This is an optimization exercise on Yosys and OpenROAD, whose aim is small area and a short achievable clock period, not a production implementation. Where RTL was checked, it was by simulation tests only, not by an equivalence proof against the original. Power is estimated from default activity; no workload was simulated.

## run A
// hpf
module hpf (
    input  wire        clk,
    input  wire        rst,           
    input  wire        op_valid,
    output wire        op_ready,
    input  wire [3:0]  op_sel,
    input  wire [7:0]  op_cmd,        
    input  wire [7:0]  op_plen,       
    input  wire [8:0]  op_flen,       
    input  wire [15:0] op_alg,        
    input  wire        pl_valid,
    input  wire [7:0]  pl_data,
    output wire        pl_ready,
    output wire        tx_valid,
    output wire [7:0]  tx_data,
    input  wire        tx_ready,
    input  wire        rx_valid,
    input  wire        rx_timeout,
    input  wire [7:0]  rx_data,
    output wire        rx_ready,
    output reg         done,
    output wire        busy,
    output reg  [2:0]  session,
    output wire [15:0] mode,
    output reg         mode_valid,
    output reg  [2:0]  res_kind,
    output reg         fb_valid,
    output wire [8:0]  fb_len,
    output reg         info_valid,
    output wire [7:0]  info_n,
    output reg  [15:0] info_pkt,
  ...
For scale: ~850 cells after synthesis, about 210 flip-flops, about 250 I/O pins, about 9600 um2 of cells after synthesis.
clock: 6.0 ns
lec_check: 0
cap_margin: 20
core_margin: 2
core_utilization: 40
setup_slack_margin: 3.5
slew_margin: 20
standard.sh (not shown) runs the stock make flow with config.mk's settings and CLKGATE_MAP_FILE= SYNTH_SCRIPT=/design/flow/synth_recipe.tcl, a recipe that flattens the netlist after the stock synthesis.
==> flow/flow/run.sh <==
#!/bin/bash
# The standard layout with three changes to how it is built:
#  - the buffers put on the ports are buf_1 cells (the standard flow picks clkdlybuf4s50_1,
#    a delay cell almost three times larger);
#  - the clock tree is built from clkbuf_8 cells;
#  - clock tree synthesis adds no dummy loads to its nets.
set -euo pipefail
bash standard.sh "BUFFER_PORTS_ARGS=-buffer_cell sky130_fd_sc_hd__buf_1" \
  "CTS_ARGS=-sink_clustering_enable -repair_clock_nets -dont_use_dummy_load -buf_list sky130_fd_sc_hd__clkbuf_8" \
  finish > standard_flow.log 2>&1
Run A reached the final stage; the timing, design-rule and antenna checks on its layout passed.
Changes in run B relative to run A:
- an added CTS_BUF_LIST of sky130_fd_sc_hd__clkbuf_8
==> flow/flow/run.sh <==
#!/bin/bash
# The standard layout, except that the buffers put on the ports are buf_1 cells
# (the standard flow picks clkdlybuf4s50_1, a delay cell almost three times larger).
set -euo pipefail
bash standard.sh "BUFFER_PORTS_ARGS=-buffer_cell sky130_fd_sc_hd__buf_1" finish > standard_flow.log 2>&1
- Run B vs run A on minimum period implied by the final worst setup slack: run B is the lower one.
- When the final numbers for run A and run B were put side by side, the buffer share of cell area turned out to be smaller in run B.
- Side by side, worst hold slack turned out higher in run B than in run A.
- On latest clock arrival within the worst-skew pair, run A and run B are neck and neck.
- Relative to run A, the final cell area reported for run B is higher.
- The power share of the clock group reported for run B is greater than that of run A by 6.4 points.
- As far as sequential cell area is concerned, run B and run A perform about the same.
Edits applied to the flow inputs when going from run B to run C:
- swapping 3.5 for 3.6 in SETUP_SLACK_MARGIN
==> notes.md <==
- Going from run B to run C, worst setup slack shrinks by 0.010 ns.
- Run B has lower number of setup buffers added after CTS than run C.
- Compared with run B, run C shows routed wire length that has gone up slightly.

---

## umber
Another version of the RTL of hpf (not shown whole).
For scale: ~860 cells after synthesis, about 250 I/O pins, about 0.0096 mm^2 of cells after synthesis.
==> flow/design.v (excerpt) <==
module hpf (
    input  wire        clk,
    input  wire        rst,           
    input  wire        op_valid,
    output wire        op_ready,
    input  wire [3:0]  op_sel,
    input  wire [7:0]  op_cmd,        
    input  wire [7:0]  op_plen,       
    input  wire [8:0]  op_flen,       
    input  wire [15:0] op_alg,        
    input  wire        pl_valid,
    input  wire [7:0]  pl_data,
    output wire        pl_ready,
    output wire        tx_valid,
    output wire [7:0]  tx_data,
    input  wire        tx_ready,
    input  wire        rx_valid,
    input  wire        rx_timeout,
    input  wire [7:0]  rx_data,
    output wire        rx_ready,
    output reg         done,
    output wire        busy,
    output reg  [2:0]  session,
    output wire [15:0] mode,
    output reg         mode_valid,
    output reg  [2:0]  res_kind,
    output reg         fb_valid,
    output wire [8:0]  fb_len,
    output reg         info_valid,
    output wire [7:0]  info_n,
    output reg  [15:0] info_pkt,
    output reg  [15:0] info_id,
    output reg  [7:0]  det_count,
    output reg  [3:0]  err_cause,
    output reg  [8:0]  err_len,
    output reg         close_strobe,
    output reg         det_valid,
    output wire [7:0]  det_kind,
    output wire [15:0] det_ax,
    output wire [15:0] det_ay,
    output wire [15:0] det_bx,
    output wire [15:0] det_by
);
clock: 6.0 ns
lec_check: 0
cap_margin: 20
core_margin: 2
core_utilization: 40
gpl_timing_driven: 0
setup_slack_margin: 3.5
slew_margin: 20
==> flow/flow/run.sh <==
#!/bin/bash
# The standard layout with two changes to how it is built:
#  - the buffers put on the ports are buf_1 cells (the standard flow picks clkdlybuf4s50_1,
#    a delay cell almost three times larger);
#  - clock tree synthesis adds no dummy loads to its nets.
set -euo pipefail
bash standard.sh "BUFFER_PORTS_ARGS=-buffer_cell sky130_fd_sc_hd__buf_1" \
  "CTS_ARGS=-sink_clustering_enable -repair_clock_nets -dont_use_dummy_load" \
  finish > standard_flow.log 2>&1
Here is what was changed in the inputs of fjord compared with umber.
- clearing GPL_TIMING_DRIVEN, which used to be 0
==> flow/flow/run.sh <==
#!/bin/bash
# The standard layout, except: the buffers put on the ports are buf_1 cells (the standard flow
# picks clkdlybuf4s50_1, a delay cell almost three times larger), and the clock tree is built
# from larger sink clusters.
set -euo pipefail
bash standard.sh "BUFFER_PORTS_ARGS=-buffer_cell sky130_fd_sc_hd__buf_1" \
  "CTS_ARGS=-sink_clustering_enable -repair_clock_nets -sink_clustering_size 30 -sink_clustering_max_diameter 60 -sink_clustering_levels 1" \
  finish > standard_flow.log 2>&1
Results
- fjord: no failed stages, no open violations at the end
- Looking at via count normalized by instance count, fjord sits 3.5% above umber.
- Going from umber to fjord, core utilization now smaller, global-route usage comparable, reported combinational group power now smaller.
- Re max-capacitance violation count: no difference whatsoever between umber and fjord.
- Combinational fraction of design power: fjord vs umber down 2.3 points
What indigo does differently from fjord at the input level:
- CORE_UTILIZATION changed from 40 to 35
==> flow/flow/run.sh <==
#!/bin/bash
# The standard layout with two changes to how it is built:
#  - the buffers put on the ports are buf_1 cells (the standard flow picks clkdlybuf4s50_1,
#    a delay cell almost three times larger);
#  - clock tree synthesis adds no dummy loads to its nets.
set -euo pipefail
bash standard.sh "BUFFER_PORTS_ARGS=-buffer_cell sky130_fd_sc_hd__buf_1" \
  "CTS_ARGS=-sink_clustering_enable -repair_clock_nets -dont_use_dummy_load" \
  finish > standard_flow.log 2>&1
Notes after the runs:
The design area of indigo was superior to that of fjord. indigo completed end to end with timing, DRC and antenna clean. fjord has a lower part of the total power dissipated in combinational logic than indigo. Taking fjord over indigo, the number of placement rows ratio works out to 0.933. The faster design of the two is indigo; fjord tops out lower.

---

hpf, a different RTL version from the one above (not shown whole).
Size in the first run: roughly 880 cells after synthesis, ~240 flip-flops, roughly 10000 µm² of cells after synthesis.
==> flow/config.mk <==
export PLATFORM = sky130hd
export DESIGN_NAME = hpf
export DESIGN_NICKNAME = hpf
export VERILOG_FILES = /design/flow/design.v
export SDC_FILE = /design/flow/constraint.sdc
export NUM_CORES = 4
export LEC_CHECK = 0
export CAP_MARGIN = 20
export CORE_MARGIN = 2
export CORE_UTILIZATION = 40
export SETUP_SLACK_MARGIN = 4.0
export SLEW_MARGIN = 20
==> flow/constraint.sdc <==
create_clock -name core_clock -period 6.0 [get_ports {clk}]
set_input_delay 1.2000 -clock core_clock [delete_from_list [all_inputs] [get_ports {clk}]]
set_output_delay 1.2000 -clock core_clock [all_outputs]
set_load 0.01 [all_outputs]
==> flow/flow/run.sh <==
#!/bin/bash
# The standard layout, except that the buffers put on the ports are buf_1 cells
# (the standard flow picks clkdlybuf4s50_1, a delay cell almost three times larger).
set -euo pipefail
bash standard.sh "BUFFER_PORTS_ARGS=-buffer_cell sky130_fd_sc_hd__buf_1" finish > standard_flow.log 2>&1
Edit:
--- a/flow/config.mk
+++ b/flow/config.mk
@@ -10,2 +10,2 @@
-export CORE_UTILIZATION = 40
-export SETUP_SLACK_MARGIN = 4.0
+export CORE_UTILIZATION = 55
+export SETUP_SLACK_MARGIN = 3.3
The new run completed with no timing, DRC or antenna violations.
Utilization came out higher by 9.3 points.
Die area came out lower by 27%.
Worst setup slack gets worse by 180 ps.
Global-route usage came out higher by 4.2 points.
Wire length came out lower by 15%.
Sequential share of layout area came out higher by 8.0 points.
Design area came out lower by 16%.
Register-to-register slack gets worse by 330 ps.
Edit:
--- a/flow/config.mk
+++ b/flow/config.mk
@@ -10,2 +10,2 @@
-export CORE_UTILIZATION = 55
-export SETUP_SLACK_MARGIN = 3.3
+export CORE_UTILIZATION = 40
+export SETUP_SLACK_MARGIN = 3.0
What happened: Sequential cell count is unchanged; power grows by about 1%; routed wire length grows by 6.8%; final cell count grows by 7.3%; via count shrinks by about 1.8%.
Edit:
==> flow/run.sh (new file) <==
#!/bin/bash
# synth_recipe.tcl (not shown) runs the flow's synth.tcl, then flattens the netlist and writes it again
# the make line also repeats each setting of config.mk as NAME=value (left out here)
make -C /OpenROAD-flow-scripts/flow DESIGN_CONFIG=/design/flow/config.mk WORK_HOME=/design/flow/orfs CLKGATE_MAP_FILE= SYNTH_SCRIPT=/design/flow/synth_recipe.tcl finish
--- a/flow/config.mk
+++ b/flow/config.mk
@@ -11 +11 @@
-export SETUP_SLACK_MARGIN = 3.0
+export SETUP_SLACK_MARGIN = 3.5
removed: flow/flow/run.sh
removed: flow/standard.sh
Effect:
- total power increases slightly
- die area stays the same
- setup slack is better by 190 ps
- sequential power stays flat
- wire length increases by a few percent
No functional check of the RTL was part of any run of this note.

---

job 9343:
RTL: one of the versions met above, not the one the previous note started from.
Size: roughly 860 cells after synthesis, roughly 210 flip-flops, roughly 9600 µm² of cells after synthesis.
// hpf
module hpf (
    input  wire        clk,
    input  wire        rst,           
    input  wire        op_valid,
    output wire        op_ready,
    input  wire [3:0]  op_sel,
    input  wire [7:0]  op_cmd,        
    input  wire [7:0]  op_plen,       
    input  wire [8:0]  op_flen,       
    input  wire [15:0] op_alg,        
    input  wire        pl_valid,
    input  wire [7:0]  pl_data,
    output wire        pl_ready,
    output wire        tx_valid,
    output wire [7:0]  tx_data,
    input  wire        tx_ready,
    input  wire        rx_valid,
    input  wire        rx_timeout,
    input  wire [7:0]  rx_data,
    output wire        rx_ready,
    output reg         done,
    output wire        busy,
    output reg  [2:0]  session,
    output wire [15:0] mode,
    output reg         mode_valid,
    output reg  [2:0]  res_kind,
    output reg         fb_valid,
    output wire [8:0]  fb_len,
    output reg         info_valid,
    output wire [7:0]  info_n,
    output reg  [15:0] info_pkt,
    output reg  [15:0] info_id,
    output reg  [7:0]  det_count,
    output reg  [3:0]  err_cause,
    output reg  [8:0]  err_len,
    output reg         close_strobe,
    output reg         det_valid,
    output wire [7:0]  det_kind,
    output wire [15:0] det_ax,
    output wire [15:0] det_ay,
    output wire [15:0] det_bx,
    output wire [15:0] det_by
);
Settings: LEC_CHECK=0, CAP_MARGIN=20, CORE_MARGIN=2, CORE_UTILIZATION=30, SETUP_SLACK_MARGIN=3.5, SLEW_MARGIN=20; clock period 6.0 ns.
==> flow/flow/run.sh <==
#!/bin/bash
# The standard layout with two changes to how it is built:
#  - the buffers put on the ports are buf_1 cells (the standard flow picks clkdlybuf4s50_1,
#    a delay cell almost three times larger);
#  - clock tree synthesis adds no dummy loads to its nets.
set -euo pipefail
bash standard.sh "BUFFER_PORTS_ARGS=-buffer_cell sky130_fd_sc_hd__buf_1" \
  "CTS_ARGS=-sink_clustering_enable -repair_clock_nets -dont_use_dummy_load" \
  finish > standard_flow.log 2>&1
The following lists how job 7889 was set up differently from job 9343:
# job 9343
export LEC_CHECK = 0
export CAP_MARGIN = 20
export CORE_MARGIN = 2
export CORE_UTILIZATION = 30
export SETUP_SLACK_MARGIN = 3.5
export SLEW_MARGIN = 20
create_clock -name core_clock -period 6.0 [get_ports {clk}]
# job 7889
export LEC_CHECK = 0
export CAP_MARGIN = 20
export CORE_MARGIN = 2
export CORE_UTILIZATION = 40
export SETUP_SLACK_MARGIN = 3.5
export SLEW_MARGIN = 20
create_clock -name core_clock -period 6.0 [get_ports {clk}]
==> flow/flow/run.sh <==
#!/bin/bash
# The standard layout, except that the buffers put on the ports are buf_1 cells
# (the standard flow picks clkdlybuf4s50_1, a delay cell almost three times larger).
set -euo pipefail
bash standard.sh "BUFFER_PORTS_ARGS=-buffer_cell sky130_fd_sc_hd__buf_1" finish > standard_flow.log 2>&1
Notes after the runs:
- When job 7889 is set beside job 9343, its fraction of layout instances using a drive strength above 1 turns out to be 1.4 points larger.
- Routed wirelength normalized by instance count went up slightly going from job 9343 to job 7889.
- Between job 7889 and job 9343, the difference in via count of the routed design is negligible.
- Taking job 9343 as the reference, in job 7889 overall routed net length decreased by about 3.7% relative to the old numbers; number of post-CTS setup repair buffers rose 3.
- The layout overhead on the synthesized area reported for job 7889 is greater than that of job 9343 by 0.42 points.

---

hpf, a different RTL version from the one above (not shown whole).
Size: roughly 850 cells after synthesis, about 250 I/O pins, about 9600 sq um of cells after synthesis.
// hpf
module hpf (
    input  wire        clk,
    input  wire        rst,           
    input  wire        op_valid,
    output wire        op_ready,
    input  wire [3:0]  op_sel,
    input  wire [7:0]  op_cmd,        
    input  wire [7:0]  op_plen,       
    input  wire [8:0]  op_flen,       
    input  wire [15:0] op_alg,        
    input  wire        pl_valid,
    input  wire [7:0]  pl_data,
    output wire        pl_ready,
    output wire        tx_valid,
    output wire [7:0]  tx_data,
    input  wire        tx_ready,
    input  wire        rx_valid,
    input  wire        rx_timeout,
    input  wire [7:0]  rx_data,
    output wire        rx_ready,
    output reg         done,
    output wire        busy,
    output reg  [2:0]  session,
    output wire [15:0] mode,
    output reg         mode_valid,
    output reg  [2:0]  res_kind,
    output reg         fb_valid,
    output wire [8:0]  fb_len,
    output reg         info_valid,
    output wire [7:0]  info_n,
    output reg  [15:0] info_pkt,
    output reg  [15:0] info_id,
    output reg  [7:0]  det_count,
    output reg  [3:0]  err_cause,
    output reg  [8:0]  err_len,
    output reg         close_strobe,
    output reg         det_valid,
    output wire [7:0]  det_kind,
    output wire [15:0] det_ax,
    output wire [15:0] det_ay,
    output wire [15:0] det_bx,
    output wire [15:0] det_by
);
export LEC_CHECK = 0
export CAP_MARGIN = 20
export CORE_MARGIN = 2
export CORE_UTILIZATION = 35
export SETUP_SLACK_MARGIN = 3.5
export SLEW_MARGIN = 20
create_clock -name core_clock -period 6.0 [get_ports {clk}]
==> flow/flow/run.sh <==
#!/bin/bash
# The standard layout with two changes to how it is built:
#  - the buffers put on the ports are buf_1 cells (the standard flow picks clkdlybuf4s50_1,
#    a delay cell almost three times larger);
#  - clock tree synthesis adds no dummy loads to its nets.
set -euo pipefail
bash standard.sh "BUFFER_PORTS_ARGS=-buffer_cell sky130_fd_sc_hd__buf_1" \
  "CTS_ARGS=-sink_clustering_enable -repair_clock_nets -dont_use_dummy_load" \
  finish > standard_flow.log 2>&1
==> next run, changes <==
CORE_UTILIZATION = 40   (was 35)
=>
- The new run went through all stages and came out clean
- cell count shrinks by 1.5%
- routed wire length is lower by 6.3%
- worst setup slack is worse by 0.0063 ns
- global-route usage rises by 1.1 points
- count of clock-buffer cells in the layout is unchanged
- via count drops by 1.1%
- synthesized area is unchanged
- non-clock buffer count goes up by 1
- combinational power barely changes
- cell area stays flat
No functional check of the RTL was part of any run of this note.

---

hpf with an RTL version that a note above also has.
Size in the first run: ~860 cells after synthesis, ~210 flip-flops, roughly 9600 um2 of cells after synthesis.
clock: 6.0 ns
lec_check: 0
cap_margin: 20
core_margin: 2
core_utilization: 40
cts_buf_list: sky130_fd_sc_hd__clkbuf_4 sky130_fd_sc_hd__clkbuf_8
cts_cluster_size: 15
setup_slack_margin: 3.5
slew_margin: 20
==> flow/flow/run.sh <==
#!/bin/bash
# The standard layout, except that the buffers put on the ports are buf_1 cells
# (the standard flow picks clkdlybuf4s50_1, a delay cell almost three times larger).
set -euo pipefail
bash standard.sh "BUFFER_PORTS_ARGS=-buffer_cell sky130_fd_sc_hd__buf_1" finish > standard_flow.log 2>&1
The first run ran to the end with no violations.
Edit:
==> flow/flow/run.sh (replaced) <==
#!/bin/bash
# The standard layout with two changes to how it is built:
#  - the buffers put on the ports are buf_1 cells (the standard flow picks clkdlybuf4s50_1,
#    a delay cell almost three times larger);
#  - clock tree synthesis adds no dummy loads to its nets.
set -euo pipefail
bash standard.sh "BUFFER_PORTS_ARGS=-buffer_cell sky130_fd_sc_hd__buf_1" \
  "CTS_ARGS=-sink_clustering_enable -repair_clock_nets -dont_use_dummy_load" \
  finish > standard_flow.log 2>&1
- CORE_UTILIZATION: 40 -> 50
- CTS_BUF_LIST: sky130_fd_sc_hd__clkbuf_4 sky130_fd_sc_hd__clkbuf_8 -> unset
- CTS_CLUSTER_SIZE: 15 -> unset
Clock power is lower by 18%.
Maximum frequency is higher by 0.44%.
Cell count is lower by 8.3%.
Edit:
- CORE_UTILIZATION: 50 -> 40
Effect: The changed run passed the timing, design-rule and antenna checks. First-iteration DRC count went up by 50%. Maximum frequency hardly moves. Non-clock buffer count fell by 14. Global-route usage decreases by 3.3 points. Sequential share of layout area is about the same. Cell count increases by 5.5%. Via count increases by 0.80%. Setup slack got worse by 0.0056 ns. Count of clock-buffer cells in the layout goes up by 1. Design area hardly moves. Wire length grows by 6.7%.

==> re-timing with driven ports <==
No port has a modelled driver above. Below, the same layouts with a new extraction and two added sets of constraints.
Step 1 assumes that a clkbuf_16 drives the clock port and a buf_2 every other input.
Step 2, shift: input delay + t, output delay - t, t = (earliest + latest rising clock arrival at the registers) / 2. This alone moves slack from input paths to output paths.
Three values: no drivers, after step 1, after step 2; two values: the first two.
run | shift t [ns] | setup WS [ns] | worst data-port slew with drivers (ns) | cell pins on the clock port's net
run A | 0.530 | 3.545 / 3.505 / 3.142 | 0.06 | 1
run B | 0.554 | 3.579 / 3.539 / 3.138 | 0.06 | 1
run C | 0.557 | 3.569 / 3.544 / 3.194 | 0.07 | 1
umber | 0.542 | 3.519 / 3.519 / 3.215 | 0.06 | 1
fjord | 0.554 | 3.546 / 3.517 / 3.203 | 0.04 | 1
indigo | 0.542 | 3.570 / 3.525 / 3.153 | 0.06 | 1
the first run of note 3 | 0.579 | 3.643 / 3.593 / 3.525 | 0.07 | 1
the second run of note 3 | 0.557 | 3.461 / 3.461 / 3.198 | 0.06 | 1
the third run of note 3 | 0.571 | 3.290 / 3.240 / 3.154 | 0.08 | 1
the fourth run of note 3 | 0.561 | 3.478 / 3.428 / 3.090 | 0.07 | 1
job 9343 | 0.551 | 3.556 / 3.511 / 3.112 | 0.07 | 1
job 7889 | 0.563 | 3.564 / 3.517 / 3.194 | 0.04 | 1
the first run of note 5 | 0.540 | 3.572 / 3.525 / 3.209 | 0.05 | 1
the second run of note 5 | 0.537 | 3.566 / 3.522 / 3.183 | 0.06 | 1
the first run of note 6 | 0.562 | 3.549 / 3.505 / 3.198 | 0.04 | 1
the second run of note 6 | 0.534 | 3.560 / 3.513 / 3.138 | 0.05 | 1
the third run of note 6 | 0.543 | 3.554 / 3.509 / 3.225 | 0.04 | 1
After both steps every run listed still meets setup and hold. The setup slack of job 9343, which loses most, moves by -0.045 ns with the drivers and by -0.444 ns with both steps.
